This design comes from an exercise in tuning for small area, a short achievable clock period and few clock cycles per item on the open sky130 flow, not from production work. The RTL was checked by simulation tests, not by an equivalence proof against the original design. Power and IR drop assume default switching activity.

v33:
Design fxu, start of the top module:
module fxu (
    input  wire        clk,
    input  wire        rst,           
    input  wire        in_valid,
    output reg         in_ready,
    input  wire [31:0] op_in,
    input  wire [64:0] a_in,
    input  wire [64:0] b_in,
    output reg         out_valid,
    output reg  [7:0]  code_out,      
    output reg  [64:0] r_out,         
    output reg         rs_out,        
    output reg  [6:0]  rw_out         
);
==> flow/config.mk <==
export PLATFORM = sky130hd
export DESIGN_NAME = fxu
export DESIGN_NICKNAME = fxu
export VERILOG_FILES = /design/flow/design.v
export SDC_FILE = /design/flow/constraint.sdc
export NUM_CORES = 4
export LEC_CHECK = 0
export ABC_CLOCK_PERIOD_IN_PS = 3000
export CAP_MARGIN = 40
export CORE_MARGIN = 2
export CORE_UTILIZATION = 30
export PLACE_DENSITY = 0.45
export SLEW_MARGIN = 40
export TNS_END_PERCENT = 3
==> flow/constraint.sdc <==
create_clock -name core_clock -period 12.0 [get_ports {clk}]
set_input_delay 2.4000 -clock core_clock [delete_from_list [all_inputs] [get_ports {clk}]]
set_output_delay 2.4000 -clock core_clock [all_outputs]
set_load 0.01 [all_outputs]
standard.sh (not shown) runs the stock make flow with config.mk's settings and CLKGATE_MAP_FILE= SYNTH_SCRIPT=/design/flow/synth_recipe.tcl, a recipe that flattens the netlist after the stock synthesis.
==> flow/flow/run.sh <==
#!/bin/bash
# The standard layout, with timing repair aiming well below the 12 ns clock:
# repair_timing keeps going until every path has this much setup slack (or
# gives up), which shortens the achieved period. Everything else, including
# synthesis, is the standard flow.
set -euo pipefail
bash standard.sh SETUP_SLACK_MARGIN=8 finish > standard_flow.log 2>&1
Testbench counts of v33, summed over its fixed seeds: cycles 31,959, items 4,800.
> inputs changed (v33 -> v17)
- swapping 40 for 20 in CAP_MARGIN
- swapping 3 for 0 in TNS_END_PERCENT
- swapping 40 for 20 in SLEW_MARGIN
==> flow/flow/run.sh <==
#!/bin/bash
# The standard layout, with timing repair aiming well below the 12 ns clock:
# repair_timing keeps going until every path has this much setup slack (or
# gives up), which shortens the achieved period. Ports are buffered with the
# smallest buffer, which repair may upsize. Everything else, including
# synthesis, is the standard flow.
set -euo pipefail
bash standard.sh SETUP_SLACK_MARGIN=8 "BUFFER_PORTS_ARGS=-buffer_cell sky130_fd_sc_hd__buf_1" finish > standard_flow.log 2>&1
Findings:
- Layout buffer count excluding clock buffers, v17 vs v33: down by more than 10%
- As far as met1 demand-to-capacity share in global routing is concerned, v17 and v33 perform about the same.
- Looking at final cell count, v17 sits about 2% below v33.
- v17 vs v33, worst-path cell with the longest stage delay: o21ai_1 vs a222oi_1
- v17 vs. v33: overall routed net length now sits lower; maximum vdd drop now sits lower; pre-CTS setup slack now sits lower.
- v17 vs. v33: design area went down by about 8%.
- Combined area of the multi-input logic cells is higher on v33
- Global-route usage: v17 vs v33 down 1.1 points
- Summary of v17 over v33: core utilization lower; total number of multi-input combinational cells roughly the same.
What v22 does differently from v17 at the input level:
- SLEW_MARGIN now 40, was 20
- CAP_MARGIN now 40, was 20
- PLACE_DENSITY now 0.55, was 0.45
Notes after the runs:
v22 completed end to end with timing, DRC and antenna clean.
Lower net total in the final layout was reported by v17, not v22.
Global-route usage is higher on v17
The estimated power of v22 ends up lower than the estimate for v17.
Post-synthesis sequential area ratio of v17 is on par with v22.
Count of multi-input gates across v22 and v17: no real change.
v22 ends up with a detailed-routing wirelength on met1 that is about 8% lower than in v17.
There was hardly any difference in final cell count between v17 and v22.
Register share of total power on v22 is up relative to v17.
The non-clock buffer instance count of the final layout number comes out higher for v22 vs v17.
Sequential share of layout area: v17 vs v22 — no meaningful difference
In the metrics for v22 and v17, the one carrying the lower layout overhead on the synthesized area is v17.
Setup changes, v22 to v31
- PLACE_DENSITY: 0.55 -> 0.45
==> comparison <==
v31 against v22; number of global-route vias before repair is down slightly.
Relative to v22, end-of-flow core utilization increased by 0.42 points in v31.
Cell area sits higher in v31 than in v22.
v31 against v22: proportion of power drawn by the clock network now larger; proportion of cell area occupied by registers now smaller.
Compared with v22, v31 shows count of cells resized by post-cts repair higher by 68.
Between v22 and v31, total power divided by cell area increased.
v31 vs v22, met1 track demand over resource went up by 3.2 points.

[port drivers added, routing unchanged]
In the flow no input, the clock included, has a driving cell. The finished layouts below were timed again as built, in two steps. Step 1 (the two cells are an assumption about what drives the block):
set clk [get_ports {clk}]
set_driving_cell -lib_cell sky130_fd_sc_hd__clkbuf_16 $clk
set_driving_cell -lib_cell sky130_fd_sc_hd__buf_2 [delete_from_list [all_inputs] $clk]
Step 2, shift: input delay + t, output delay - t, t = (earliest + latest rising clock arrival at the registers) / 2. This alone moves slack from input paths to output paths. Three values: no drivers, after step 1, after step 2; two values: the first two.
| run | shift t [ns] | setup slack, ns | worst setup path at the end | slew at the worst register clock pin (ns) | worst slew at a driven data input, ns |
|---|---|---|---|---|---|
| v33 | 0.744 | 7.044 / 7.044 / 6.503 | input to register | 0.07 / 0.07 | 0.09 |
| v17 | 0.734 | 6.937 / 6.937 / 6.470 | input to register | 0.07 / 0.07 | 0.12 |
| v22 | 0.720 | 6.766 / 6.766 / 6.497 | input to register | 0.07 / 0.07 | 0.08 |
| v31 | 0.734 | 7.143 / 7.143 / 6.634 | input to register | 0.07 / 0.07 | 0.12 |
After both steps setup and hold are still met in every run listed. The setup slack of v33, which loses most, moves by 0.000 ns with the drivers and by -0.541 ns with both steps.
